Context: an optimization exercise on an open-source flow, tuned for small area, a short achievable clock period and few clock cycles per item. The choices shown serve that exercise and are no tape-out recipe.
Function was checked by simulation only, so behaviour that the tests miss may differ from the original.

**design.v**
```verilog
module hsv2rgb_fa (
    input  wire a,
    input  wire b,
    input  wire c,
    output wire s,
    output wire co
);
    assign s  = a ^ b ^ c;
    assign co = (a & b) | (a & c) | (b & c);
endmodule
module hsv2rgb_ha (
    input  wire a,
    input  wire b,
    output wire s,
    output wire co
);
    assign s  = a ^ b;
    assign co = a & b;
endmodule
module hsv2rgb_maj (
    input  wire a,
    input  wire b,
    input  wire c,
    output wire co
);
    assign co = (a & b) | (a & c) | (b & c);
endmodule
module hsv2rgb_floor (
    input  wire [7:0] sat,
    output wire [7:0] fl
);
    wire [7:0] d = ~sat;
    wire p1 = ~(sat[0] | sat[1]);
    wire p2 = ~(sat[0] | sat[2]);
    wire p3 = ~(sat[0] | sat[3]);
    wire p4 = ~(sat[0] | sat[4]);
    wire p5 = ~(sat[0] | sat[5]);
    wire p6 = ~(sat[0] | sat[6]);
    wire p7 = ~(sat[0] | sat[7]);
    wire p8 = ~(sat[1] | sat[2]);
    wire p9 = ~(sat[1] | sat[3]);
    wire p10 = ~(sat[1] | sat[4]);
    wire p11 = ~(sat[1] | sat[5]);
    wire p12 = ~(sat[1] | sat[6]);
    wire p13 = ~(sat[1] | sat[7]);
    wire p14 = ~(sat[2] | sat[3]);
    wire p15 = ~(sat[2] | sat[4]);
    wire p16 = ~(sat[2] | sat[5]);
    wire p17 = ~(sat[2] | sat[6]);
    wire p18 = ~(sat[2] | sat[7]);
    wire p19 = ~(sat[3] | sat[4]);
    wire p20 = ~(sat[3] | sat[5]);
    wire p21 = ~(sat[3] | sat[6]);
    wire p22 = ~(sat[3] | sat[7]);
    wire p23 = ~(sat[4] | sat[5]);
    wire p24 = ~(sat[4] | sat[6]);
    wire p25 = ~(sat[4] | sat[7]);
    wire p26 = ~(sat[5] | sat[6]);
    wire p27 = ~(sat[5] | sat[7]);
    wire p28 = ~(sat[6] | sat[7]);
    wire s29, c30;
    hsv2rgb_ha u_s29 (.a(p5), .b(p10), .s(s29), .co(c30));
    wire s31, c32;
    hsv2rgb_ha u_s31 (.a(p6), .b(p11), .s(s31), .co(c32));
    wire s33, c34;
    hsv2rgb_fa u_s33 (.a(p7), .b(p12), .c(p16), .s(s33), .co(c34));
    wire s35, c36;
    hsv2rgb_ha u_s35 (.a(p3), .b(p8), .s(s35), .co(c36));
    wire s37, c38;
    hsv2rgb_ha u_s37 (.a(p4), .b(p9), .s(s37), .co(c38));
    wire s39, c40;
    hsv2rgb_fa u_s39 (.a(s29), .b(p14), .c(d[3]), .s(s39), .co(c40));
    wire s41, c42;
    hsv2rgb_fa u_s41 (.a(s31), .b(p15), .c(d[7]), .s(s41), .co(c42));
    wire s43, c44;
    hsv2rgb_fa u_s43 (.a(s33), .b(p19), .c(d[4]), .s(s43), .co(c44));
    wire s45, c46;
    hsv2rgb_fa u_s45 (.a(p13), .b(p17), .c(p20), .s(s45), .co(c46));
    wire s47, c48;
    hsv2rgb_fa u_s47 (.a(p18), .b(p21), .c(p23), .s(s47), .co(c48));
    wire s49, c50;
    hsv2rgb_ha u_s49 (.a(p1), .b(d[1]), .s(s49), .co(c50));
    wire s51, c52;
    hsv2rgb_ha u_s51 (.a(p2), .b(d[3]), .s(s51), .co(c52));
    wire s53, c54;
    hsv2rgb_fa u_s53 (.a(s35), .b(d[2]), .c(d[4]), .s(s53), .co(c54));
    wire s55, c56;
    hsv2rgb_fa u_s55 (.a(s37), .b(d[5]), .c(c36), .s(s55), .co(c56));
    wire s57, c58;
    hsv2rgb_fa u_s57 (.a(s39), .b(d[6]), .c(c38), .s(s57), .co(c58));
    wire s59, c60;
    hsv2rgb_fa u_s59 (.a(s41), .b(c30), .c(c40), .s(s59), .co(c60));
    wire s61, c62;
    hsv2rgb_fa u_s61 (.a(s43), .b(c32), .c(c42), .s(s61), .co(c62));
    wire s63, c64;
    hsv2rgb_fa u_s63 (.a(s45), .b(c34), .c(c44), .s(s63), .co(c64));
    wire s65, c66;
    hsv2rgb_fa u_s65 (.a(s47), .b(d[5]), .c(c46), .s(s65), .co(c66));
    wire s67, c68;
    hsv2rgb_fa u_s67 (.a(p22), .b(p24), .c(c48), .s(s67), .co(c68));
    wire s69, c70;
    hsv2rgb_fa u_s69 (.a(p25), .b(p26), .c(d[6]), .s(s69), .co(c70));
    wire [15:0] A71 = {1'b0, p28, p27, s69, s67, s65, s63, s61, s59, s57, s55, s53, s51, s49, d[1], d[0]};
    wire [15:0] B72 = {1'b0, d[7], c70, c68, c66, c64, c62, c60, c58, c56, c54, c52, c50, d[2], 1'b0, d[0]};
    wire [15:0] S73 = A71 + B72;
    assign fl = {S73[15], S73[14], S73[13], S73[12], S73[11], S73[10], S73[9], S73[8]};
endmodule
module hsv2rgb_valp (
    input  wire [7:0] val,
    output wire [8:0] v1
);
    wire [7:0] valn = ~val;
    wire vnz = |val;
    wire p1 = ~(valn[0] | valn[1]);
    wire p2 = ~(valn[0] | valn[2]);
    wire p3 = ~(valn[0] | valn[3]);
    wire p4 = ~(valn[0] | valn[4]);
    wire p5 = ~(valn[0] | valn[5]);
    wire p6 = ~(valn[0] | valn[6]);
    wire p7 = ~(valn[0] | valn[7]);
    wire p8 = ~(valn[1] | valn[2]);
    wire p9 = ~(valn[1] | valn[3]);
    wire p10 = ~(valn[1] | valn[4]);
    wire p11 = ~(valn[1] | valn[5]);
    wire p12 = ~(valn[1] | valn[6]);
    wire p13 = ~(valn[1] | valn[7]);
    wire p14 = ~(valn[2] | valn[3]);
    wire p15 = ~(valn[2] | valn[4]);
    wire p16 = ~(valn[2] | valn[5]);
    wire p17 = ~(valn[2] | valn[6]);
    wire p18 = ~(valn[2] | valn[7]);
    wire p19 = ~(valn[3] | valn[4]);
    wire p20 = ~(valn[3] | valn[5]);
    wire p21 = ~(valn[3] | valn[6]);
    wire p22 = ~(valn[3] | valn[7]);
    wire p23 = ~(valn[4] | valn[5]);
    wire p24 = ~(valn[4] | valn[6]);
    wire p25 = ~(valn[4] | valn[7]);
    wire p26 = ~(valn[5] | valn[6]);
    wire p27 = ~(valn[5] | valn[7]);
    wire p28 = ~(valn[6] | valn[7]);
    wire vz = ~vnz;
    wire s29, c30;
    hsv2rgb_fa u_s29 (.a(p7), .b(p12), .c(p16), .s(s29), .co(c30));
    wire s31, c32;
    hsv2rgb_ha u_s31 (.a(p13), .b(p17), .s(s31), .co(c32));
    wire s33, c34;
    hsv2rgb_ha u_s33 (.a(p18), .b(p21), .s(s33), .co(c34));
    wire s35, c36;
    hsv2rgb_ha u_s35 (.a(p5), .b(p10), .s(s35), .co(c36));
    wire s37, c38;
    hsv2rgb_ha u_s37 (.a(p6), .b(p11), .s(s37), .co(c38));
    wire s39, c40;
    hsv2rgb_fa u_s39 (.a(s29), .b(p19), .c(val[4]), .s(s39), .co(c40));
    wire s41, c42;
    hsv2rgb_fa u_s41 (.a(s31), .b(p20), .c(vnz), .s(s41), .co(c42));
    wire s43, c44;
    hsv2rgb_fa u_s43 (.a(s33), .b(p23), .c(val[5]), .s(s43), .co(c44));
    wire s45, c46;
    hsv2rgb_ha u_s45 (.a(p22), .b(p24), .s(s45), .co(c46));
    wire s47, c48;
    hsv2rgb_ha u_s47 (.a(p25), .b(p26), .s(s47), .co(c48));
    wire s49, c50;
    hsv2rgb_ha u_s49 (.a(p3), .b(p8), .s(s49), .co(c50));
    wire s51, c52;
    hsv2rgb_ha u_s51 (.a(p4), .b(p9), .s(s51), .co(c52));
    wire s53, c54;
    hsv2rgb_fa u_s53 (.a(s35), .b(p14), .c(val[3]), .s(s53), .co(c54));
    wire s55, c56;
    hsv2rgb_fa u_s55 (.a(s37), .b(p15), .c(c36), .s(s55), .co(c56));
    wire s57, c58;
    hsv2rgb_fa u_s57 (.a(s39), .b(vz), .c(c38), .s(s57), .co(c58));
    wire s59, c60;
    hsv2rgb_fa u_s59 (.a(s41), .b(c30), .c(c40), .s(s59), .co(c60));
    wire s61, c62;
    hsv2rgb_fa u_s61 (.a(s43), .b(c32), .c(c42), .s(s61), .co(c62));
    wire s63, c64;
    hsv2rgb_fa u_s63 (.a(s45), .b(c34), .c(c44), .s(s63), .co(c64));
    wire s65, c66;
    hsv2rgb_fa u_s65 (.a(s47), .b(val[6]), .c(c46), .s(s65), .co(c66));
    wire s67, c68;
    hsv2rgb_ha u_s67 (.a(p27), .b(c48), .s(s67), .co(c68));
    wire s69, c70;
    hsv2rgb_ha u_s69 (.a(p28), .b(val[7]), .s(s69), .co(c70));
    wire [16:0] A71 = {1'b0, c70, s69, s67, s65, s63, s61, s59, s57, s55, s53, s51, s49, p2, p1, 1'b0, val[0]};
    wire [16:0] B72 = {1'b0, 1'b0, c68, c66, c64, c62, c60, c58, c56, c54, c52, c50, val[2], 1'b0, val[1], 1'b0, 1'b0};
    wire [16:0] S73 = A71 + B72;
    assign v1 = {S73[16], S73[15], S73[14], S73[13], S73[12], S73[11], S73[10], S73[9], S73[8]};
endmodule
module hsv2rgb_dig (
    input  wire [7:0] x,
    output wire [11:0] s
);
    genvar k;
    generate for (k = 0; k < 4; k = k + 1) begin : g_d
        assign s[3*k]   =  x[2*k] & ~x[2*k+1];
        assign s[3*k+1] = ~x[2*k] &  x[2*k+1];
        assign s[3*k+2] =  x[2*k] &  x[2*k+1];
    end endgenerate
endmodule
module hsv2rgb_r4mul (
    input  wire [11:0] s,
    input  wire [8:0] m1,
    input  wire [9:0] m3,
    output wire [7:0] o
);
    wire p1 = (s[0] & m1[0]) | (s[2] & m3[0]);
    wire p2 = (s[0] & m1[1]) | (s[1] & m1[0]) | (s[2] & m3[1]);
    wire p3 = (s[0] & m1[2]) | (s[1] & m1[1]) | (s[2] & m3[2]);
    wire p4 = (s[0] & m1[3]) | (s[1] & m1[2]) | (s[2] & m3[3]);
    wire p5 = (s[0] & m1[4]) | (s[1] & m1[3]) | (s[2] & m3[4]);
    wire p6 = (s[0] & m1[5]) | (s[1] & m1[4]) | (s[2] & m3[5]);
    wire p7 = (s[0] & m1[6]) | (s[1] & m1[5]) | (s[2] & m3[6]);
    wire p8 = (s[0] & m1[7]) | (s[1] & m1[6]) | (s[2] & m3[7]);
    wire p9 = (s[0] & m1[8]) | (s[1] & m1[7]) | (s[2] & m3[8]);
    wire p10 = (s[1] & m1[8]) | (s[2] & m3[9]);
    wire p11 = (s[3] & m1[0]) | (s[5] & m3[0]);
    wire p12 = (s[3] & m1[1]) | (s[4] & m1[0]) | (s[5] & m3[1]);
    wire p13 = (s[3] & m1[2]) | (s[4] & m1[1]) | (s[5] & m3[2]);
    wire p14 = (s[3] & m1[3]) | (s[4] & m1[2]) | (s[5] & m3[3]);
    wire p15 = (s[3] & m1[4]) | (s[4] & m1[3]) | (s[5] & m3[4]);
    wire p16 = (s[3] & m1[5]) | (s[4] & m1[4]) | (s[5] & m3[5]);
    wire p17 = (s[3] & m1[6]) | (s[4] & m1[5]) | (s[5] & m3[6]);
    wire p18 = (s[3] & m1[7]) | (s[4] & m1[6]) | (s[5] & m3[7]);
    wire p19 = (s[3] & m1[8]) | (s[4] & m1[7]) | (s[5] & m3[8]);
    wire p20 = (s[4] & m1[8]) | (s[5] & m3[9]);
    wire p21 = (s[6] & m1[0]) | (s[8] & m3[0]);
    wire p22 = (s[6] & m1[1]) | (s[7] & m1[0]) | (s[8] & m3[1]);
    wire p23 = (s[6] & m1[2]) | (s[7] & m1[1]) | (s[8] & m3[2]);
    wire p24 = (s[6] & m1[3]) | (s[7] & m1[2]) | (s[8] & m3[3]);
    wire p25 = (s[6] & m1[4]) | (s[7] & m1[3]) | (s[8] & m3[4]);
    wire p26 = (s[6] & m1[5]) | (s[7] & m1[4]) | (s[8] & m3[5]);
    wire p27 = (s[6] & m1[6]) | (s[7] & m1[5]) | (s[8] & m3[6]);
    wire p28 = (s[6] & m1[7]) | (s[7] & m1[6]) | (s[8] & m3[7]);
    wire p29 = (s[6] & m1[8]) | (s[7] & m1[7]) | (s[8] & m3[8]);
    wire p30 = (s[7] & m1[8]) | (s[8] & m3[9]);
    wire p31 = (s[9] & m1[0]) | (s[11] & m3[0]);
    wire p32 = (s[9] & m1[1]) | (s[10] & m1[0]) | (s[11] & m3[1]);
    wire p33 = (s[9] & m1[2]) | (s[10] & m1[1]) | (s[11] & m3[2]);
    wire p34 = (s[9] & m1[3]) | (s[10] & m1[2]) | (s[11] & m3[3]);
    wire p35 = (s[9] & m1[4]) | (s[10] & m1[3]) | (s[11] & m3[4]);
    wire p36 = (s[9] & m1[5]) | (s[10] & m1[4]) | (s[11] & m3[5]);
    wire p37 = (s[9] & m1[6]) | (s[10] & m1[5]) | (s[11] & m3[6]);
    wire p38 = (s[9] & m1[7]) | (s[10] & m1[6]) | (s[11] & m3[7]);
    wire p39 = (s[9] & m1[8]) | (s[10] & m1[7]) | (s[11] & m3[8]);
    wire p40 = (s[10] & m1[8]) | (s[11] & m3[9]);
    wire s41, c42;
    hsv2rgb_ha u_s41 (.a(p7), .b(p15), .s(s41), .co(c42));
    wire s43, c44;
    hsv2rgb_fa u_s43 (.a(p8), .b(p16), .c(p24), .s(s43), .co(c44));
    wire s45, c46;
    hsv2rgb_fa u_s45 (.a(p9), .b(p17), .c(p25), .s(s45), .co(c46));
    wire s47, c48;
    hsv2rgb_fa u_s47 (.a(p10), .b(p18), .c(p26), .s(s47), .co(c48));
    wire s49, c50;
    hsv2rgb_ha u_s49 (.a(p19), .b(p27), .s(s49), .co(c50));
    wire s51, c52;
    hsv2rgb_ha u_s51 (.a(p20), .b(p28), .s(s51), .co(c52));
    wire s53, c54;
    hsv2rgb_ha u_s53 (.a(p5), .b(p13), .s(s53), .co(c54));
    wire s55, c56;
    hsv2rgb_fa u_s55 (.a(p6), .b(p14), .c(p22), .s(s55), .co(c56));
    wire s57, c58;
    hsv2rgb_fa u_s57 (.a(s41), .b(p23), .c(p31), .s(s57), .co(c58));
    wire s59, c60;
    hsv2rgb_fa u_s59 (.a(s43), .b(p32), .c(c42), .s(s59), .co(c60));
    wire s61, c62;
    hsv2rgb_fa u_s61 (.a(s45), .b(p33), .c(c44), .s(s61), .co(c62));
    wire s63, c64;
    hsv2rgb_fa u_s63 (.a(s47), .b(p34), .c(c46), .s(s63), .co(c64));
    wire s65, c66;
    hsv2rgb_fa u_s65 (.a(s49), .b(p35), .c(c48), .s(s65), .co(c66));
    wire s67, c68;
    hsv2rgb_fa u_s67 (.a(s51), .b(p36), .c(c50), .s(s67), .co(c68));
    wire s69, c70;
    hsv2rgb_fa u_s69 (.a(p29), .b(p37), .c(c52), .s(s69), .co(c70));
    wire s71, c72;
    hsv2rgb_ha u_s71 (.a(p30), .b(p38), .s(s71), .co(c72));
    wire [15:0] A73 = {p40, p39, s71, s69, s67, s65, s63, s61, s59, s57, s55, s53, p4, p3, p2, p1};
    wire [15:0] B74 = {1'b0, c72, c70, c68, c66, c64, c62, c60, c58, c56, c54, p21, p12, p11, 1'b0, 1'b0};
    wire [15:0] S75 = A73 + B74;
    assign o = {S75[15], S75[14], S75[13], S75[12], S75[11], S75[10], S75[9], S75[8]};
endmodule
module hsv2rgb_r4desat (
    input  wire [11:0] d,
    input  wire [8:0] m1,
    input  wire [9:0] m3,
    input  wire [7:0] fl,
    output wire [7:0] o
);
    wire p1 = (d[0] & m1[0]) | (d[2] & m3[0]);
    wire p2 = (d[0] & m1[1]) | (d[1] & m1[0]) | (d[2] & m3[1]);
    wire p3 = (d[0] & m1[2]) | (d[1] & m1[1]) | (d[2] & m3[2]);
    wire p4 = (d[0] & m1[3]) | (d[1] & m1[2]) | (d[2] & m3[3]);
    wire p5 = (d[0] & m1[4]) | (d[1] & m1[3]) | (d[2] & m3[4]);
    wire p6 = (d[0] & m1[5]) | (d[1] & m1[4]) | (d[2] & m3[5]);
    wire p7 = (d[0] & m1[6]) | (d[1] & m1[5]) | (d[2] & m3[6]);
    wire p8 = (d[0] & m1[7]) | (d[1] & m1[6]) | (d[2] & m3[7]);
    wire p9 = (d[0] & m1[8]) | (d[1] & m1[7]) | (d[2] & m3[8]);
    wire p10 = (d[1] & m1[8]) | (d[2] & m3[9]);
    wire p11 = (d[3] & m1[0]) | (d[5] & m3[0]);
    wire p12 = (d[3] & m1[1]) | (d[4] & m1[0]) | (d[5] & m3[1]);
    wire p13 = (d[3] & m1[2]) | (d[4] & m1[1]) | (d[5] & m3[2]);
    wire p14 = (d[3] & m1[3]) | (d[4] & m1[2]) | (d[5] & m3[3]);
    wire p15 = (d[3] & m1[4]) | (d[4] & m1[3]) | (d[5] & m3[4]);
    wire p16 = (d[3] & m1[5]) | (d[4] & m1[4]) | (d[5] & m3[5]);
    wire p17 = (d[3] & m1[6]) | (d[4] & m1[5]) | (d[5] & m3[6]);
    wire p18 = (d[3] & m1[7]) | (d[4] & m1[6]) | (d[5] & m3[7]);
    wire p19 = (d[3] & m1[8]) | (d[4] & m1[7]) | (d[5] & m3[8]);
    wire p20 = (d[4] & m1[8]) | (d[5] & m3[9]);
    wire p21 = (d[6] & m1[0]) | (d[8] & m3[0]);
    wire p22 = (d[6] & m1[1]) | (d[7] & m1[0]) | (d[8] & m3[1]);
    wire p23 = (d[6] & m1[2]) | (d[7] & m1[1]) | (d[8] & m3[2]);
    wire p24 = (d[6] & m1[3]) | (d[7] & m1[2]) | (d[8] & m3[3]);
    wire p25 = (d[6] & m1[4]) | (d[7] & m1[3]) | (d[8] & m3[4]);
    wire p26 = (d[6] & m1[5]) | (d[7] & m1[4]) | (d[8] & m3[5]);
    wire p27 = (d[6] & m1[6]) | (d[7] & m1[5]) | (d[8] & m3[6]);
    wire p28 = (d[6] & m1[7]) | (d[7] & m1[6]) | (d[8] & m3[7]);
    wire p29 = (d[6] & m1[8]) | (d[7] & m1[7]) | (d[8] & m3[8]);
    wire p30 = (d[7] & m1[8]) | (d[8] & m3[9]);
    wire p31 = (d[9] & m1[0]) | (d[11] & m3[0]);
    wire p32 = (d[9] & m1[1]) | (d[10] & m1[0]) | (d[11] & m3[1]);
    wire p33 = (d[9] & m1[2]) | (d[10] & m1[1]) | (d[11] & m3[2]);
    wire p34 = (d[9] & m1[3]) | (d[10] & m1[2]) | (d[11] & m3[3]);
    wire p35 = (d[9] & m1[4]) | (d[10] & m1[3]) | (d[11] & m3[4]);
    wire p36 = (d[9] & m1[5]) | (d[10] & m1[4]) | (d[11] & m3[5]);
    wire p37 = (d[9] & m1[6]) | (d[10] & m1[5]) | (d[11] & m3[6]);
    wire p38 = (d[9] & m1[7]) | (d[10] & m1[6]) | (d[11] & m3[7]);
    wire p39 = (d[9] & m1[8]) | (d[10] & m1[7]) | (d[11] & m3[8]);
    wire p40 = (d[10] & m1[8]) | (d[11] & m3[9]);
    wire s41, c42;
    hsv2rgb_ha u_s41 (.a(p9), .b(p17), .s(s41), .co(c42));
    wire s43, c44;
    hsv2rgb_fa u_s43 (.a(p10), .b(p18), .c(p26), .s(s43), .co(c44));
    wire s45, c46;
    hsv2rgb_ha u_s45 (.a(p19), .b(p27), .s(s45), .co(c46));
    wire s47, c48;
    hsv2rgb_ha u_s47 (.a(p20), .b(p28), .s(s47), .co(c48));
    wire s49, c50;
    hsv2rgb_ha u_s49 (.a(p7), .b(p15), .s(s49), .co(c50));
    wire s51, c52;
    hsv2rgb_fa u_s51 (.a(p8), .b(p16), .c(p24), .s(s51), .co(c52));
    wire s53, c54;
    hsv2rgb_fa u_s53 (.a(s41), .b(p25), .c(p33), .s(s53), .co(c54));
    wire s55, c56;
    hsv2rgb_fa u_s55 (.a(s43), .b(p34), .c(fl[1]), .s(s55), .co(c56));
    wire s57, c58;
    hsv2rgb_fa u_s57 (.a(s45), .b(p35), .c(fl[2]), .s(s57), .co(c58));
    wire s59, c60;
    hsv2rgb_fa u_s59 (.a(s47), .b(p36), .c(fl[3]), .s(s59), .co(c60));
    wire s61, c62;
    hsv2rgb_fa u_s61 (.a(p29), .b(p37), .c(fl[4]), .s(s61), .co(c62));
    wire s63, c64;
    hsv2rgb_ha u_s63 (.a(p30), .b(p38), .s(s63), .co(c64));
    wire s65, c66;
    hsv2rgb_ha u_s65 (.a(p5), .b(p13), .s(s65), .co(c66));
    wire s67, c68;
    hsv2rgb_fa u_s67 (.a(p6), .b(p14), .c(p22), .s(s67), .co(c68));
    wire s69, c70;
    hsv2rgb_fa u_s69 (.a(s49), .b(p23), .c(p31), .s(s69), .co(c70));
    wire s71, c72;
    hsv2rgb_fa u_s71 (.a(s51), .b(p32), .c(c50), .s(s71), .co(c72));
    wire s73, c74;
    hsv2rgb_fa u_s73 (.a(s53), .b(fl[0]), .c(c52), .s(s73), .co(c74));
    wire s75, c76;
    hsv2rgb_fa u_s75 (.a(s55), .b(c42), .c(c54), .s(s75), .co(c76));
    wire s77, c78;
    hsv2rgb_fa u_s77 (.a(s57), .b(c44), .c(c56), .s(s77), .co(c78));
    wire s79, c80;
    hsv2rgb_fa u_s79 (.a(s59), .b(c46), .c(c58), .s(s79), .co(c80));
    wire s81, c82;
    hsv2rgb_fa u_s81 (.a(s61), .b(c48), .c(c60), .s(s81), .co(c82));
    wire s83, c84;
    hsv2rgb_fa u_s83 (.a(s63), .b(fl[5]), .c(c62), .s(s83), .co(c84));
    wire s85, c86;
    hsv2rgb_fa u_s85 (.a(p39), .b(fl[6]), .c(c64), .s(s85), .co(c86));
    wire s87, c88;
    hsv2rgb_ha u_s87 (.a(p40), .b(fl[7]), .s(s87), .co(c88));
    wire [15:0] A89 = {s87, s85, s83, s81, s79, s77, s75, s73, s71, s69, s67, s65, p4, p3, p2, p1};
    wire [15:0] B90 = {c86, c84, c82, c80, c78, c76, c74, c72, c70, c68, c66, p21, p12, p11, 1'b0, 1'b0};
    wire [15:0] S91 = A89 + B90;
    assign o = {S91[15], S91[14], S91[13], S91[12], S91[11], S91[10], S91[9], S91[8]};
endmodule
module hsv2rgb_hue (
    input  wire [7:0] hue,
    output reg  [7:0] raw_i,
    output reg  [7:0] raw_d,
    output reg  [1:0] zone
);
    wire [4:0] h5 = hue[4:0];
    reg [7:0] b_t;
    always @(*) begin
        case (h5)
            5'd0: b_t = 8'd0;
            5'd1: b_t = 8'd2;
            5'd2: b_t = 8'd5;
            5'd3: b_t = 8'd8;
            5'd4: b_t = 8'd10;
            5'd5: b_t = 8'd13;
            5'd6: b_t = 8'd16;
            5'd7: b_t = 8'd18;
            5'd8: b_t = 8'd21;
            5'd9: b_t = 8'd24;
            5'd10: b_t = 8'd26;
            5'd11: b_t = 8'd29;
            5'd12: b_t = 8'd32;
            5'd13: b_t = 8'd34;
            5'd14: b_t = 8'd37;
            5'd15: b_t = 8'd40;
            5'd16: b_t = 8'd43;
            5'd17: b_t = 8'd45;
            5'd18: b_t = 8'd48;
            5'd19: b_t = 8'd51;
            5'd20: b_t = 8'd53;
            5'd21: b_t = 8'd56;
            5'd22: b_t = 8'd59;
            5'd23: b_t = 8'd61;
            5'd24: b_t = 8'd64;
            5'd25: b_t = 8'd67;
            5'd26: b_t = 8'd69;
            5'd27: b_t = 8'd72;
            5'd28: b_t = 8'd75;
            5'd29: b_t = 8'd77;
            5'd30: b_t = 8'd80;
            5'd31: b_t = 8'd83;
            default: b_t = 8'd0;
        endcase
    end
    reg [7:0] b_t84;
    always @(*) begin
        case (h5)
            5'd0: b_t84 = 8'd84;
            5'd1: b_t84 = 8'd86;
            5'd2: b_t84 = 8'd89;
            5'd3: b_t84 = 8'd92;
            5'd4: b_t84 = 8'd94;
            5'd5: b_t84 = 8'd97;
            5'd6: b_t84 = 8'd100;
            5'd7: b_t84 = 8'd102;
            5'd8: b_t84 = 8'd105;
            5'd9: b_t84 = 8'd108;
            5'd10: b_t84 = 8'd110;
            5'd11: b_t84 = 8'd113;
            5'd12: b_t84 = 8'd116;
            5'd13: b_t84 = 8'd118;
            5'd14: b_t84 = 8'd121;
            5'd15: b_t84 = 8'd124;
            5'd16: b_t84 = 8'd127;
            5'd17: b_t84 = 8'd129;
            5'd18: b_t84 = 8'd132;
            5'd19: b_t84 = 8'd135;
            5'd20: b_t84 = 8'd137;
            5'd21: b_t84 = 8'd140;
            5'd22: b_t84 = 8'd143;
            5'd23: b_t84 = 8'd145;
            5'd24: b_t84 = 8'd148;
            5'd25: b_t84 = 8'd151;
            5'd26: b_t84 = 8'd153;
            5'd27: b_t84 = 8'd156;
            5'd28: b_t84 = 8'd159;
            5'd29: b_t84 = 8'd161;
            5'd30: b_t84 = 8'd164;
            5'd31: b_t84 = 8'd167;
            default: b_t84 = 8'd0;
        endcase
    end
    reg [7:0] b_t85;
    always @(*) begin
        case (h5)
            5'd0: b_t85 = 8'd85;
            5'd1: b_t85 = 8'd87;
            5'd2: b_t85 = 8'd90;
            5'd3: b_t85 = 8'd93;
            5'd4: b_t85 = 8'd95;
            5'd5: b_t85 = 8'd98;
            5'd6: b_t85 = 8'd101;
            5'd7: b_t85 = 8'd103;
            5'd8: b_t85 = 8'd106;
            5'd9: b_t85 = 8'd109;
            5'd10: b_t85 = 8'd111;
            5'd11: b_t85 = 8'd114;
            5'd12: b_t85 = 8'd117;
            5'd13: b_t85 = 8'd119;
            5'd14: b_t85 = 8'd122;
            5'd15: b_t85 = 8'd125;
            5'd16: b_t85 = 8'd128;
            5'd17: b_t85 = 8'd130;
            5'd18: b_t85 = 8'd133;
            5'd19: b_t85 = 8'd136;
            5'd20: b_t85 = 8'd138;
            5'd21: b_t85 = 8'd141;
            5'd22: b_t85 = 8'd144;
            5'd23: b_t85 = 8'd146;
            5'd24: b_t85 = 8'd149;
            5'd25: b_t85 = 8'd152;
            5'd26: b_t85 = 8'd154;
            5'd27: b_t85 = 8'd157;
            5'd28: b_t85 = 8'd160;
            5'd29: b_t85 = 8'd162;
            5'd30: b_t85 = 8'd165;
            5'd31: b_t85 = 8'd168;
            default: b_t85 = 8'd0;
        endcase
    end
    reg [7:0] b_t170;
    always @(*) begin
        case (h5)
            5'd0: b_t170 = 8'd170;
            5'd1: b_t170 = 8'd172;
            5'd2: b_t170 = 8'd175;
            5'd3: b_t170 = 8'd178;
            5'd4: b_t170 = 8'd180;
            5'd5: b_t170 = 8'd183;
            5'd6: b_t170 = 8'd186;
            5'd7: b_t170 = 8'd188;
            5'd8: b_t170 = 8'd191;
            5'd9: b_t170 = 8'd194;
            5'd10: b_t170 = 8'd196;
            5'd11: b_t170 = 8'd199;
            5'd12: b_t170 = 8'd202;
            5'd13: b_t170 = 8'd204;
            5'd14: b_t170 = 8'd207;
            5'd15: b_t170 = 8'd210;
            5'd16: b_t170 = 8'd213;
            5'd17: b_t170 = 8'd215;
            5'd18: b_t170 = 8'd218;
            5'd19: b_t170 = 8'd221;
            5'd20: b_t170 = 8'd223;
            5'd21: b_t170 = 8'd226;
            5'd22: b_t170 = 8'd229;
            5'd23: b_t170 = 8'd231;
            5'd24: b_t170 = 8'd234;
            5'd25: b_t170 = 8'd237;
            5'd26: b_t170 = 8'd239;
            5'd27: b_t170 = 8'd242;
            5'd28: b_t170 = 8'd245;
            5'd29: b_t170 = 8'd247;
            5'd30: b_t170 = 8'd250;
            5'd31: b_t170 = 8'd253;
            default: b_t170 = 8'd0;
        endcase
    end
    reg [7:0] b_u84;
    always @(*) begin
        case (h5)
            5'd0: b_u84 = 8'd84;
            5'd1: b_u84 = 8'd89;
            5'd2: b_u84 = 8'd94;
            5'd3: b_u84 = 8'd100;
            5'd4: b_u84 = 8'd105;
            5'd5: b_u84 = 8'd110;
            5'd6: b_u84 = 8'd116;
            5'd7: b_u84 = 8'd121;
            5'd8: b_u84 = 8'd126;
            5'd9: b_u84 = 8'd132;
            5'd10: b_u84 = 8'd137;
            5'd11: b_u84 = 8'd142;
            5'd12: b_u84 = 8'd148;
            5'd13: b_u84 = 8'd153;
            5'd14: b_u84 = 8'd158;
            5'd15: b_u84 = 8'd164;
            5'd16: b_u84 = 8'd169;
            5'd17: b_u84 = 8'd174;
            5'd18: b_u84 = 8'd180;
            5'd19: b_u84 = 8'd185;
            5'd20: b_u84 = 8'd190;
            5'd21: b_u84 = 8'd196;
            5'd22: b_u84 = 8'd201;
            5'd23: b_u84 = 8'd206;
            5'd24: b_u84 = 8'd212;
            5'd25: b_u84 = 8'd217;
            5'd26: b_u84 = 8'd222;
            5'd27: b_u84 = 8'd228;
            5'd28: b_u84 = 8'd233;
            5'd29: b_u84 = 8'd238;
            5'd30: b_u84 = 8'd244;
            5'd31: b_u84 = 8'd249;
            default: b_u84 = 8'd0;
        endcase
    end
    reg [7:0] b_u85;
    always @(*) begin
        case (h5)
            5'd0: b_u85 = 8'd85;
            5'd1: b_u85 = 8'd90;
            5'd2: b_u85 = 8'd95;
            5'd3: b_u85 = 8'd101;
            5'd4: b_u85 = 8'd106;
            5'd5: b_u85 = 8'd111;
            5'd6: b_u85 = 8'd117;
            5'd7: b_u85 = 8'd122;
            5'd8: b_u85 = 8'd127;
            5'd9: b_u85 = 8'd133;
            5'd10: b_u85 = 8'd138;
            5'd11: b_u85 = 8'd143;
            5'd12: b_u85 = 8'd149;
            5'd13: b_u85 = 8'd154;
            5'd14: b_u85 = 8'd159;
            5'd15: b_u85 = 8'd165;
            5'd16: b_u85 = 8'd170;
            5'd17: b_u85 = 8'd175;
            5'd18: b_u85 = 8'd181;
            5'd19: b_u85 = 8'd186;
            5'd20: b_u85 = 8'd191;
            5'd21: b_u85 = 8'd197;
            5'd22: b_u85 = 8'd202;
            5'd23: b_u85 = 8'd207;
            5'd24: b_u85 = 8'd213;
            5'd25: b_u85 = 8'd218;
            5'd26: b_u85 = 8'd223;
            5'd27: b_u85 = 8'd229;
            5'd28: b_u85 = 8'd234;
            5'd29: b_u85 = 8'd239;
            5'd30: b_u85 = 8'd245;
            5'd31: b_u85 = 8'd250;
            default: b_u85 = 8'd0;
        endcase
    end
    reg [7:0] dn;
    always @(*) begin
        case (hue[7:5])
            3'd0: begin raw_i = b_t;    dn = b_t;    zone = 2'd0; end
            3'd1: begin raw_i = b_t85;  dn = 8'd84;  zone = 2'd0; end
            3'd2: begin raw_i = b_t170; dn = b_u84;  zone = 2'd0; end
            3'd3: begin raw_i = b_t;    dn = b_t;    zone = 2'd1; end
            3'd4: begin raw_i = b_u85;  dn = b_u84;  zone = 2'd1; end
            3'd5: begin raw_i = b_t;    dn = b_t;    zone = 2'd2; end
            3'd6: begin raw_i = b_t85;  dn = b_t84;  zone = 2'd2; end
            default: begin raw_i = b_t170; dn = b_t170; zone = 2'd2; end
        endcase
        raw_d = ~dn;
    end
endmodule
module hsv2rgb_stream (
    input  wire        clk,
    input  wire        rst,
    input  wire        in_valid,
    output wire        in_ready,
    input  wire [7:0]  hue_i,
    input  wire [7:0]  sat_i,
    input  wire [7:0]  val_i,
    output reg         out_valid,
    output wire [31:0] rgb_o
);
    assign in_ready = 1'b1;
    reg        v0;
    reg [7:0]  hue0, sat0, val0;
    always @(posedge clk) begin
        v0   <= ~rst & in_valid;
        hue0 <= hue_i;
        sat0 <= sat_i;
        val0 <= val_i;
    end
    wire [7:0] raw_i0, raw_d0, fl0;
    wire [8:0] v10;
    wire [1:0] zone0;
    hsv2rgb_hue   u_hue   (.hue(hue0), .raw_i(raw_i0), .raw_d(raw_d0), .zone(zone0));
    hsv2rgb_floor u_floor (.sat(sat0), .fl(fl0));
    hsv2rgb_valp  u_valp  (.val(val0), .v1(v10));
    wire [8:0] s10 = {1'b0, sat0} + 9'd1;
    wire [9:0] s30 = {s10, 1'b0} + s10;
    reg        v1;
    reg [11:0] di1, dd1;
    wire [11:0] di0, dd0;
    hsv2rgb_dig u_di (.x(raw_i0), .s(di0));
    hsv2rgb_dig u_dd (.x(raw_d0), .s(dd0));
    reg [8:0]  s11, v11;
    reg [9:0]  s31;
    reg [7:0]  fl1;
    reg        z0_1, z1_1;
    always @(posedge clk) begin
        v1      <= ~rst & v0;
        di1     <= di0;
        dd1     <= dd0;
        s11     <= s10;
        s31     <= s30;
        fl1     <= fl0;
        v11     <= v10;
        z0_1    <= zone0 == 2'd0;
        z1_1    <= zone0 == 2'd1;
    end
    wire [7:0] si1, sd1;
    hsv2rgb_r4desat u_bi (.d(di1), .m1(s11), .m3(s31), .fl(fl1), .o(si1));
    hsv2rgb_r4desat u_bd (.d(dd1), .m1(s11), .m3(s31), .fl(fl1), .o(sd1));
    wire [9:0] v31 = {v11, 1'b0} + v11;
    wire [7:0] xr = z0_1 ? sd1 : z1_1 ? fl1 : si1;
    wire [7:0] xg = z0_1 ? si1 : z1_1 ? sd1 : fl1;
    wire [7:0] xb = z0_1 ? fl1 : z1_1 ? si1 : sd1;
    reg        v2;
    reg [7:0]  xr2, xg2, xb2;
    reg [8:0]  v12;
    reg [9:0]  v32;
    always @(posedge clk) begin
        v2  <= ~rst & v1;
        xr2 <= xr;
        xg2 <= xg;
        xb2 <= xb;
        v12 <= v11;
        v32 <= v31;
    end
    wire [11:0] dr2, dg2, db2;
    hsv2rgb_dig u_dr (.x(xr2), .s(dr2));
    hsv2rgb_dig u_dg (.x(xg2), .s(dg2));
    hsv2rgb_dig u_db (.x(xb2), .s(db2));
    wire [7:0] or2, og2, ob2;
    hsv2rgb_r4mul u_cr (.s(dr2), .m1(v12), .m3(v32), .o(or2));
    hsv2rgb_r4mul u_cg (.s(dg2), .m1(v12), .m3(v32), .o(og2));
    hsv2rgb_r4mul u_cb (.s(db2), .m1(v12), .m3(v32), .o(ob2));
    reg [23:0] rgb3;
    always @(posedge clk) begin
        out_valid <= ~rst & v2;
        rgb3      <= {or2, og2, ob2};
    end
    assign rgb_o = {8'd0, rgb3};
endmodule
```
**flow/run.sh**
```bash
#!/bin/bash
# Layout flow: the standard flow (standard.sh: the standard synthesis,
# floorplan, placement, clock tree, routing and finish, at the design's
# clock and constraints), except that the port buffers that placement adds
# to every input and output are buf_4 cells instead of the default pick
# (a slow delay cell).  The whole output of the flow goes to flow.log.
set -euo pipefail
cd "$(dirname "$0")/.."
bash standard.sh BUFFER_PORTS_ARGS="-buffer_cell sky130_fd_sc_hd__buf_4" finish > flow.log 2>&1
```
**standard.sh**
```bash
#!/bin/bash
# synth_recipe.tcl (not shown) runs the flow's synth.tcl, then flattens the netlist and writes it again
# the make line also repeats each setting of config.mk as NAME=value (left out here)
make -C /OpenROAD-flow-scripts/flow DESIGN_CONFIG=/design/flow/config.mk WORK_HOME=/design/flow/orfs CLKGATE_MAP_FILE= SYNTH_SCRIPT=/design/flow/synth_recipe.tcl "${@:-finish}"
```
**config.mk**
```make
export PLATFORM = sky130hd
export DESIGN_NAME = hsv2rgb_stream
export DESIGN_NICKNAME = hsv2rgb_stream
export VERILOG_FILES = /design/flow/design.v
export SDC_FILE = /design/flow/constraint.sdc
export NUM_CORES = 4
export LEC_CHECK = 0
export CAP_MARGIN = 20
export CELL_PAD_IN_SITES_DETAIL_PLACEMENT = 1
export CORE_MARGIN = 2
export CORE_UTILIZATION = 40
export SLEW_MARGIN = 60
export SYNTH_HIERARCHICAL = 1
```
**constraint.sdc**
```tcl
create_clock -name core_clock -period 16.0 [get_ports {clk}]
set_input_delay 3.2000 -clock core_clock [delete_from_list [all_inputs] [get_ports {clk}]]
set_output_delay 3.2000 -clock core_clock [all_outputs]
set_load 0.01 [all_outputs]
```
==> summary.txt, run 1 <==
status timing/DRC/antenna clean; area leader, netlist dfxtp_1; nets@finish 1,986; row cnt 73; worst slack, placed 11.59 ns; CTS Buf Count 17; Resized Gates After CTS 0; Worst setup SP type flip-flop; GR peak layer met2; DIE WIDTH 204 um; worst slew pin tran 0.589 ns; met1 Resource Use GR 27.0%; Setup-failing EPs final 0; CTS root buffer clkbuf_16; Clock Sinks 155; hold buffers post-CTS 0; Post-Syn Instances 1,780; number of I/O port buffers 51; DRT antenna net count 0; Final Hold Vio Count 0; fraction of layout cells with a size suffix above 1 13.4%; Max-slew headroom 60.7%; CTS clk-pin slew, worst paths 0.07 ns; clock buffer depth 2; worst-path maximum fanout 16; 1st-iter DRT viols 1,575; n_diodes 0; Synth Warn # 8; critical path arrival 4.78 ns; Clock Skews 0.00925 ns; Max-Cap Viols 0; DP Area 16,400 um^2; Synth top area share 19.5%; Crit Path Class flip-flop to flip-flop; via count 13,681; RSZ-0062 raised after global routing false; total track usage 21.4%; DR pass1 iterations 14; worst hold slack 0.366 ns; critical path endpoint category flip-flop; CTS tree built; Die ar. 41,400 um^2; HP Class flip-flop to flip-flop; Mean Syn Cell Area 8.95 um^2; Synth area leaders dfxtp_1, fa_1, ha_1; DIE HEIGHT 204 um; first-pass GRT wire length 72,500 um; number of global-route vias before repair 14,002; Yosys reg bits 155; post-CTS setup buffers 0; Fmax 227 MHz; Post-synth EDFFs 0; top_reg_cell synth dfxtp_1; hpwl dp 33,900 um; Final Max Slew Viols 0; most numerous cell in the Yosys netlist inv_1; met3 usage 3.24%; area grow syn2layout 6.58%; Post-synth top cells inv_1, a222oi_1, dfxtp_1; drt wl/cell 19.6 um; Starting Density 40.3%; Post-Route WL 44,200 um; total gr overflow 0; vias per cell 6.07; Final TNS setup 0 ns; PnR worst setup slack 11.59 ns; H-Tree Depth 4; final RePlAce weighted congestion 0.871; # DRC 0; Core Area 39,500 um^2; required time worst endpoint 16.37 ns; Async S/R FF share, synth 0%; register area share after synthesis 19.5%; largest net degree at the start of global routing 49; fin crit share 27.5%; Clock Latency Late Sink 0.46 ns; cell area after layout 17,000 um^2; io pins 61; synthesized cell area 15,900 um^2; met2 global-route usage 36.6%; minimum clock period 4.41 ns; Yosys cell types 97; initial antenna violation count 0
[metrics by stage]
step	cells	utilization, %
CTS	2254	42.9
detailed placement	2222	41.4
floorplan	1787	-
finish	2254	42.9
global placement	2222	41.3
global route	2254	42.9
[cell usage in the layout (no fill, tap or decap), types with 14 or more instances in the layout]
master	synthesis	routed
a222oi_1	156	156
and3_1	18	18
o21bai_1	17	17
dfxtp_2	0	28
o21ai_0	65	65
a22o_1	28	28
buf_4	12	56
inv_1	194	194
nor3_1	20	20
a21o_1	27	27
clkbuf_16	0	17
nor2_1	66	66
a21oi_1	74	74
nand2_1	89	89
and2_2	21	21
fa_1	94	94
dfxtp_1	155	125
mux2i_1	30	30
and2_1	35	35
and2b_2	40	40
xnor2_1	42	42
ha_1	149	148
o211ai_1	14	14
xor2_1	43	43
nand3_1	21	21
[sequential cells by signal (all words and copies together), names as in the netlist, 8 cells and up]
| register | cells |
|---|---|
| xb2 | 8 |
| s31 | 10 |
| xr2 | 8 |
| fl1 | 8 |
| v32 | 10 |
| hue0 | 8 |
| di1 | 12 |
| xg2 | 8 |
| rgb3 | 24 |
| s11 | 8 |
| v11 | 9 |
| v12 | 8 |
| val0 | 8 |
| sat0 | 8 |
| dd1 | 12 |
[Yosys stat by module, one instance, submodules excluded]
module / copies in the design / cells
hsv2rgb_stream: 1 / 394
hsv2rgb_r4desat: 2 / 151
hsv2rgb_fa: 93 / 1
hsv2rgb_hue: 1 / 255
hsv2rgb_ha: 45 / 1
hsv2rgb_r4mul: 3 / 149
hsv2rgb_floor: 1 / 107
hsv2rgb_dig: 5 / 12
hsv2rgb_valp: 1 / 77
[critical path: stages, from the launching register on]
cell	delay, ns
dfxtp_1	0.47
a222oi_1	0.41
inv_1	0.11
fa_1	0.51
fa_1	0.52
fa_1	0.49
ha_1	0.37
and4_1	0.25
and3_1	0.19
a211oi_2	0.33
o21bai_1	0.13
xor2_1	0.24
mux2i_1	0.11
o21ai_0	0.19
[logic make-up (layout without fill, tap and decap cells)]
logic type	after synthesis	count (layout)	synth area share (%)
AOI/OAI and AO/OA	534	534	27.0
buffers and inverters	342	284	9.01
xor gates and xnor gates	86	86	4.85
adders and majority gates	243	243	23.5
DFF	155	155	19.5
other	2	9	0.0472
and+or+nand+nor	380	380	13.4
muxes	38	38	2.62
[layer usage]
layer	share of wire (%)	wire (um)
met1	43	19100
met2	49	21700
met5	0	0
met4	2.5	1100
met3	5.2	2300
[worst paths after layout]
| path | start | end | slack (ns) | cells past startpoint |
|---|---|---|---|---|
| hold reg to reg | v11[0] | v32[0] | 0.37 | 0 |
| setup reg to reg | s11[6] | xr2[4] | 11.59 | 13 |
| setup / recovery | s11[6] | xr2[4] | 11.59 | 13 |
| hold / removal | v11[0] | v32[0] | 0.37 | 0 |
[area by class of cell]
class / count / area [um^2]
fill: 4567 / 22600
sequential: 155 / 3150
clock inverter: 13 / 130
tap: 525 / 657
multi-input combinational: 1290 / 11400
timing repair buffer: 56 / 420
inverter: 196 / 736
clock buffer: 19 / 453
Testbench counts, summed over its fixed seeds: cycles 16,032, items 16,000.
==> inputs of run 2 (changes only) <==
==> run.sh (new file) <==
#!/bin/bash
# synth_recipe.tcl (not shown) runs the flow's synth.tcl, then flattens the netlist and writes it again
# the make line also repeats each setting of config.mk as NAME=value (left out here)
make -C /OpenROAD-flow-scripts/flow DESIGN_CONFIG=/design/flow/config.mk WORK_HOME=/design/flow/orfs CLKGATE_MAP_FILE= SYNTH_SCRIPT=/design/flow/synth_recipe.tcl finish
--- a/config.mk
+++ b/config.mk
@@ -6,7 +6,6 @@
 export NUM_CORES = 4
 export LEC_CHECK = 0
 export CAP_MARGIN = 20
-export CELL_PAD_IN_SITES_DETAIL_PLACEMENT = 1
 export CORE_MARGIN = 2
 export CORE_UTILIZATION = 40
 export SLEW_MARGIN = 60
removed: flow/run.sh
removed: standard.sh
==> run 2 against run 1 <==
Compared with the run above: sequential cell count unchanged; still clean; first-iteration DRC count up 20%; sequential share of layout area down 0.22 points; synthesized cell count unchanged; worst setup slack worse by 0.095 ns; routed wire length down 9.9%; clock-buffer cell count up 3; maximum frequency down 2.1%; non-clock buffer count up 2.
==> summary.txt, run 2 <==
Clock Latency Late Sink 0.44 ns (-0.02 ns); Clock Sinks 155 (unchanged); Final Hold Vio Count 0 (unchanged); multiplexer area fraction after synthesis 2.62% (unchanged); end-of-flow core utilization 43.3% (+0.37 points); number of I/O port buffers 51 (unchanged); Fmax 222 MHz (-2.1%); CTS Buf Count 17 (unchanged); Post-synth top cells inv_1, a222oi_1, dfxtp_1; largest family of logic cells by synthesized area compound AO/OA/AOI/OAI gates; 1st-iter DRT viols 1,885 (+20%); DP Area 16,500 um^2 (+0.84%); first-pass GRT wire length 65,800 um (-9.2%); Max-slew headroom 58.7% (-2.0 points); max FFs per register 24 (unchanged); Clock Skews 0.0121 ns (+0.00287 ns); Post-Route WL 39,800 um (-9.9%); most frequent cells in the layout inv_1, a222oi_1, ha_1, dfxtp_1, fa_1; RSZ-0062 raised after global routing false; final RePlAce weighted congestion 0.873 (+0.18%); Simple-Gate Fraction of Synth Area 13.4% (unchanged); minimum clock period 4.50 ns (+0.0947 ns); Mean Syn Cell Area 8.95 um^2 (unchanged); DIE HEIGHT 204 um (unchanged); via count 13,449 (-1.7%); Post-Synth Adder-Cell Area 23.5% (unchanged); commonest non-fill, non-tap cell in the layout inv_1; hpwl dp 30,100 um (-11%); Largest stage delay, worst path 0.53 ns (about the same); area grow syn2layout 7.50%; drt wl/cell 17.7 um (-10%); hold buffers post-CTS 0 (unchanged); Max-Cap Viols 0 (unchanged); Yosys reg bits 155 (unchanged); post-CTS setup buffers 0 (unchanged); Starting Density 40.3% (unchanged); Synth area leaders dfxtp_1, fa_1, ha_1; DR pass1 iterations 12 (-2); area fraction in compound gates after synthesis 27.0% (unchanged); io pins 61 (unchanged); status timing/DRC/antenna clean; DIE WIDTH 204 um (unchanged); Core Area 39,500 um^2 (unchanged); most numerous cell in the Yosys netlist inv_1; required time worst endpoint 12.80 ns (-3.57 ns); Async S/R FF share, synth 0% (unchanged); Die ar. 41,400 um^2 (unchanged); worst path cell trace clkdlybuf4s50_1; Post-synth EDFFs 0 (unchanged); worst slew pin tran 0.619 ns (+0.0298 ns); worst-path maximum fanout 1 (-15); largest net degree at the start of global routing 49 (unchanged); row cnt 73 (unchanged); n_diodes 0 (unchanged); DRT antenna net count 0 (unchanged); nets@finish 1,988 (+0.10%); top_reg_cell synth dfxtp_1; Worst path top cell family by delay buffers and inverters; CTS clk-pin slew, worst paths 0.07 ns (about the same); biggest regs rgb3: 24 flops, dd1: 12 flops, di1: 12 flops; total track usage 19.2% (-2.1 points); fin crit share 28.1% (+0.59 points); vias per cell 5.96 (-1.8%); Yosys cell types 97 (unchanged); Post-Syn Instances 1,780 (unchanged); Resized Gates After CTS 0 (unchanged); fraction of layout cells with a size suffix above 1 10.2% (-3.3 points); Biggest register rgb3; critical path endpoint category output port; Critical-path top delay cell clkdlybuf4s50_1; synthesized cell area 15,900 um^2 (unchanged); Final TNS setup 0 ns (unchanged); Worst setup SP type flip-flop; CTS tree built; H-Tree Depth 4 (unchanged); critical path arrival 1.30 ns (-3.48 ns); Synth Warn # 8 (unchanged); Final Max Slew Viols 0 (unchanged); CP bufs+invs 1 (unchanged); area leader, netlist dfxtp_1; number of fill cells 3,891 (-15%); number of global-route vias before repair 12,896 (-7.9%); CTS root buffer clkbuf_16; XOR/XNOR Fraction of Synth Area 4.85% (unchanged); initial antenna violation count 0 (unchanged); HP Class flip-flop to flip-flop; total gr overflow 0 (unchanged); Synth top area share 19.5% (unchanged); Setup-failing EPs final 0 (unchanged); clock buffer depth 2 (unchanged); register area share after synthesis 19.5% (unchanged); # DRC 0 (unchanged); Crit Path Class flip-flop to output port; cell area after layout 17,100 um^2 (+0.86%)
## run 2: cell counts after synthesis
Identical to the previous run, type by type.
## run 2: per-layer routing
layer	vias to the layer above	share of wire, %	track usage [%]
met1	6376	43	24.9
met5	-	0	0
li1	6450	-	-
met3	82	6.3	2.75
met2	541	47	32.1
met4	0	3.0	8.06
## run 2: worst paths after layout
path / start / endpoint / slack [ns] / cells after the start
hold / removal: v11[0] / v32[0] / 0.36 / 0
setup reg to reg: s11[6] / xb2[7] / 11.59 / 13
hold reg to reg: v11[0] / v32[0] / 0.36 / 0
setup / recovery: rgb3[3] / rgb_o[3] / 11.50 / 1
## run 2: area by class of cell
| cell class | count | area [um^2] | share of cell area (%) |
|---|---|---|---|
| Multi-Input combinational cell | 1290 | 11400 | 66.8 |
| Sequential cell | 155 | 3130 | 18.3 |
| Inverter | 196 | 736 | 4.30 |
| Tap cell | 525 | 657 | 3.84 |
| Timing Repair Buffer | 58 | 563 | 3.29 |
| Clock buffer | 22 | 494 | 2.89 |
| Clock inverter | 10 | 104 | 0.607 |
## run 2: per-module statistics from Yosys (local to each module, per instance)
| module | cells inside | flops+latches | area [um^2] |
|---|---|---|---|
| hsv2rgb_stream | 394 | 155 | 4730 |
| hsv2rgb_hue | 255 | 0 | 1740 |
| hsv2rgb_r4desat | 151 | 0 | 1060 |
| hsv2rgb_r4mul | 149 | 0 | 1060 |
| hsv2rgb_floor | 107 | 0 | 651 |
| hsv2rgb_valp | 77 | 0 | 569 |
| hsv2rgb_dig | 12 | 0 | 100 |
| hsv2rgb_fa | 1 | 0 | 20.0 |
| hsv2rgb_ha | 1 | 0 | 12.5 |
## run 2: cell families (layout without fill, tap and decap cells)
family,count (synthesis),after routing
buf+inv,342,286
simple gates,380,380
other cells,2,9
compound gates,534,534
xor+xnor,86,86
fa+ha+maj,243,243
mux,38,38
flops,155,155
## run 2: through the flow
step / instances / hold slack, ns / worst slack [ns]
after floorplan: 1787 / 0.337 / 12.04
after global placement: 2224 / 0.350 / 11.73
after detailed placement: 2224 / 0.348 / 11.64
after CTS: 2256 / 0.359 / 11.46
after global routing: 2256 / 0.361 / 11.26
final: 2256 / 0.358 / 11.50

==> what the ideal ports hide <==
In the flow no input, the clock included, has a driving cell. The finished layouts below were timed again as built, in two steps.
Step 1 sets driving cells, clkbuf_16 on the clock port and buf_2 on the other inputs (assumed; they add their load-dependent delay and slew).
Step 2 times the ports against the registers' clock, not the clock port: input delays grow and output delays shrink by t, the midpoint of the rising clock arrivals with the driver on.
Three values: ideal ports, drivers, drivers and shift; two values: the first two.
| run | shift t [ns] | setup WS [ns] | worst hold slack (ns) | worst register clock-pin slew, ns | worst data-port slew with drivers (ns) |
|---|---|---|---|---|---|
| run 1 | 0.502 | 11.593 / 11.593 / 11.593 | 0.366 / 0.366 / 0.366 | 0.07 / 0.07 | 0.04 |
| run 2 | 0.486 | 11.498 / 11.447 / 11.586 | 0.358 / 0.358 / 0.358 | 0.07 / 0.07 | 0.04 |
After both steps setup and hold are still met in every run listed.
